This design comes from an exercise in tuning for small area, a short achievable clock period and few clock cycles per item on the open sky130 flow, not from production work. Only simulation tests tie the RTL to the original design; equivalence was not proved.

Setup of juniper:
==> flow/design.v (excerpt) <==
module oblv_ks (
  input             clk,
  input             rst_n,
  input             cmd_valid,
  output            cmd_ready,
  input             cmd_op,        
  input      [15:0] cmd_len,
  input      [31:0] cmd_iv,
  input             din_valid,
  output            din_ready,
  input      [7:0]  din,
  output            dout_valid,
  input             dout_ready,
  output     [7:0]  dout,
  output     [31:0] iv_out
);
Settings: LEC_CHECK=0, CAP_MARGIN=20, CELL_PAD_IN_SITES_DETAIL_PLACEMENT=0, CELL_PAD_IN_SITES_GLOBAL_PLACEMENT=1, CORE_MARGIN=2, CORE_UTILIZATION=50, PLACE_DENSITY=0.62, SETUP_SLACK_MARGIN=4.0, SLEW_MARGIN=20; clock period 9.0 ns.
standard.sh (not shown) runs the stock make flow with config.mk's settings and CLKGATE_MAP_FILE= SYNTH_SCRIPT=/design/flow/synth_recipe.tcl, a recipe that flattens the netlist after the stock synthesis.
==> flow/flow/run.sh <==
#!/bin/bash
# The standard layout (standard.sh), with one change in synthesis: abc maps
# with flow/abc_nf.script. Registers and everything after synthesis are as
# in the standard flow.
set -euo pipefail
HERE=$(pwd)
cat flow/abc_wrap.tcl synth_recipe.tcl > my_synth.tcl
export MY_ABC_SCRIPT=$HERE/flow/abc_nf.script
sed "s#SYNTH_SCRIPT=[^ ]*#SYNTH_SCRIPT=$HERE/my_synth.tcl#" standard.sh > my_standard.sh
bash my_standard.sh "$@" > make_flow.log 2>&1
==> flow/flow/abc_nf.script <==
strash
dc2
dc2
strash
&get -n
&dch -f
&nf -R 1000
&put
buffer -c
topo
stime -c
upsize -c
dnsize -c
==> flow/flow/abc_wrap.tcl <==
# Put before synth_recipe.tcl: abc maps with flow/abc_nf.script (area-oriented
# &nf mapping) instead of the ORFS script; everything else is unchanged.
proc abc {args} {
  set i [lsearch -exact $args -script]
  if {$i >= 0} {
    set args [lreplace $args $i [expr {$i + 1}] -script $::env(MY_ABC_SCRIPT)]
  }
  yosys abc {*}$args
}
Testbench counts of juniper, summed over its fixed seeds: cycles 152,580, bytes 150,596.
Setup changes, juniper to amber
# juniper
export LEC_CHECK = 0
export CAP_MARGIN = 20
export CELL_PAD_IN_SITES_DETAIL_PLACEMENT = 0
export CELL_PAD_IN_SITES_GLOBAL_PLACEMENT = 1
export CORE_MARGIN = 2
export CORE_UTILIZATION = 50
export PLACE_DENSITY = 0.62
export SETUP_SLACK_MARGIN = 4.0
export SLEW_MARGIN = 20
create_clock -name core_clock -period 9.0 [get_ports {clk}]
# amber
export LEC_CHECK = 0
export CAP_MARGIN = 20
export CELL_PAD_IN_SITES_DETAIL_PLACEMENT = 0
export CELL_PAD_IN_SITES_GLOBAL_PLACEMENT = 1
export CORE_MARGIN = 2
export CORE_UTILIZATION = 50
export PLACE_DENSITY = 0.62
export SETUP_SLACK_MARGIN = 3.5
export SLEW_MARGIN = 20
create_clock -name core_clock -period 9.0 [get_ports {clk}]
## What came out
Diff juniper -> amber: data arrival time of the worst path went down by 0.15 ns. On number of non-clock inverters in the layout, amber and juniper are basically level.

---

oblv_ks, a different RTL version from the one above (not shown whole).
Size in the first run: roughly 4,900 cells after synthesis, roughly 400 flip-flops.
==> flow/config.mk <==
export PLATFORM = sky130hd
export DESIGN_NAME = oblv_ks
export DESIGN_NICKNAME = oblv_ks
export VERILOG_FILES = /design/flow/design.v
export SDC_FILE = /design/flow/constraint.sdc
export NUM_CORES = 4
export LEC_CHECK = 0
export CAP_MARGIN = 20
export CELL_PAD_IN_SITES_DETAIL_PLACEMENT = 1
export CELL_PAD_IN_SITES_GLOBAL_PLACEMENT = 2
export CORE_MARGIN = 2
export CORE_UTILIZATION = 45
export PLACE_DENSITY = 0.55
export SETUP_SLACK_MARGIN = 2.5
export SLEW_MARGIN = 20
==> flow/constraint.sdc <==
create_clock -name core_clock -period 9.0 [get_ports {clk}]
set_input_delay 1.8000 -clock core_clock [delete_from_list [all_inputs] [get_ports {clk}]]
set_output_delay 1.8000 -clock core_clock [all_outputs]
set_load 0.01 [all_outputs]
Scripts as last shown in full above: flow/flow/run.sh, flow/flow/abc_nf.script, flow/flow/abc_wrap.tcl
Testbench counts at the start, summed over its fixed seeds: cycles 152,580, bytes 150,596.
Then changed:
==> flow/flow/abc_nf.script (replaced) <==
strash
&get -n
&fraig -x
&put
scorr
dc2
strash
&get -n
&dch -f
&nf
&put
buffer -c
topo
stime -c
upsize -c
dnsize -c
CORE_UTILIZATION = 25   (was 45)
PLACE_DENSITY = 0.32   (was 0.55)
SETUP_SLACK_MARGIN = default   (was 2.5)
Outcome: Clock skew climbs by 0.019 ns. Routed wire length rises by 32%. Via count increases by 1.5%. Fmax came out lower by 15%. Flip-flop and latch count is unchanged. Global-route usage came out lower by 12 points. Worst setup slack loses 1.1 ns.
Then changed:
SETUP_SLACK_MARGIN = 2.2   (was default)
- clock skew is lower by 0.019 ns
- fmax climbs by about 12%
- synthesized cell count stays the same
- utilization rose by 0.42 points
- cell area climbs by about 1.5%
- routed wire length is about the same
Then changed:
==> flow/flow/abc_nf.script (replaced) <==
strash
dc2
dc2
strash
&get -n
&dch -f
&nf -R 1000
&put
buffer -c
topo
stime -c
upsize -c
dnsize -c
CELL_PAD_IN_SITES_DETAIL_PLACEMENT = 0   (was 1)
CELL_PAD_IN_SITES_GLOBAL_PLACEMENT = 1   (was 2)
CORE_UTILIZATION = 55   (was 25)
PLACE_DENSITY = 0.65   (was 0.32)
SETUP_SLACK_MARGIN = 3.0   (was 2.2)
What happened:
- The new run completed without violations
- sequential share of layout area is higher by 2.0 points
- final area is lower by 9.1%
- setup slack gets better by 0.79 ns
- core utilization is higher by 34 points
- via count barely changes
- wire length is lower by 28%
- first-iteration DRC count is higher by 88%

---

Starting RTL as in the previous note.
clock: 9.0 ns
lec_check: 0
cap_margin: 20
cell_pad_in_sites_detail_placement: 1
cell_pad_in_sites_global_placement: 2
core_margin: 2
core_utilization: 60
place_density: 0.7
setup_slack_margin: 3.0
slew_margin: 20
==> flow/flow/abc_nf.script <==
strash
dc2
dc2
strash
&get -n
&dch -f
&nf -R 1000
&put
buffer -c
topo
stime -c
upsize -c
dnsize -c
Scripts as last shown in full above: flow/flow/run.sh, flow/flow/abc_wrap.tcl
The first run never finished: it broke off in 3_1_place_gp_skip_io (GPL-0301).
Testbench counts at the start, summed over its fixed seeds: cycles 152,580, bytes 150,596.
Edit:
--- a/flow/config.mk
+++ b/flow/config.mk
@@ -10,6 +10,6 @@
 export CELL_PAD_IN_SITES_GLOBAL_PLACEMENT = 2
 export CORE_MARGIN = 2
-export CORE_UTILIZATION = 60
-export PLACE_DENSITY = 0.7
-export SETUP_SLACK_MARGIN = 3.0
+export CORE_UTILIZATION = 45
+export PLACE_DENSITY = 0.55
+export SETUP_SLACK_MARGIN = 3.5
 export SLEW_MARGIN = 20
Effect: This time the run finished with timing, DRC and antenna clean; area after synthesis is unchanged; synthesized cell count does not change.

---

RTL: one of the versions met above, not the one the previous note started from.
Size: roughly 110 I/O pins.
Settings: LEC_CHECK=0, CAP_MARGIN=20, CELL_PAD_IN_SITES_DETAIL_PLACEMENT=0, CELL_PAD_IN_SITES_GLOBAL_PLACEMENT=1, CORE_MARGIN=2, CORE_UTILIZATION=50, GPL_ROUTABILITY_DRIVEN=0, PLACE_DENSITY=0.62, SETUP_SLACK_MARGIN=3.5, SLEW_MARGIN=20; clock period 9.0 ns.
Scripts as last shown in full above: flow/flow/run.sh, flow/flow/abc_nf.script, flow/flow/abc_wrap.tcl
The starting point went through all stages and came out clean.
Testbench counts at the start, summed over its fixed seeds: cycles 152,580, bytes 150,596.
Change:
==> flow/flow/abc_nf.script (replaced) <==
strash
dc2
dc2
strash
&get -n
&dch -x
&nf -R 1000
&put
buffer -c
topo
stime -c
upsize -c
dnsize -c
Settings changed: CORE_UTILIZATION 50 to 55, GPL_ROUTABILITY_DRIVEN 0 to not set, PLACE_DENSITY 0.62 to 0.66.
Outcome: Maximum frequency went up by 1.4%. Final cell count went down by 1.1%. Sequential cell count does not change. Core utilization went up by 5.3 points. Setup slack gets better by 0.074 ns. Count of clock-buffer cells in the layout went up by 6. Design area went down by 1.2%. Global-route usage went up by 2.7 points. Synthesized cell count went up by 1.3%. Register-to-register slack gets better by 0.07 ns.

## port drivers added, routing unchanged
No port has a modelled driver above. Below, the same layouts with a new extraction and two added sets of constraints.
Step 1, drivers: a clkbuf_16 drives clk and a buf_2 each remaining input, both assumed.
Step 2 adds t to the input delays and takes it off the output delays; t is the mean of the earliest and latest rising clock arrival at the registers after step 1. Input paths then give back, and output paths get back, about the clock's delay inside the block.
Three values: no drivers, after step 1, after step 2; two values: the first two.
run | t, ns | slack for setup (ns) | slew at the worst register clock pin (ns)
juniper | 0.678 | 3.474 / 3.474 / 3.474 | 0.08 / 0.08
amber | 0.660 | 3.593 / 3.593 / 3.251 | 0.07 / 0.07
the first run of note 2 | 0.676 | 2.730 / 2.730 / 2.730 | 0.07 / 0.07
the second run of note 2 | 0.764 | 1.656 / 1.656 / 1.656 | 0.08 / 0.08
the third run of note 2 | 0.768 | 2.425 / 2.425 / 2.425 | 0.07 / 0.07
the fourth run of note 2 | 0.680 | 3.218 / 3.218 / 3.218 | 0.07 / 0.07
the second run of note 3 | 0.700 | 3.340 / 3.340 / 3.340 | 0.07 / 0.07
the first run of note 4 | 0.682 | 3.542 / 3.542 / 3.312 | 0.07 / 0.07
the second run of note 4 | 0.651 | 3.616 / 3.616 / 3.089 | 0.07 / 0.07
After both steps setup and hold are still met in every run listed. For the second run of note 4, which loses most, drivers alone change the setup slack by 0.000 ns; drivers and shift together by -0.527 ns.
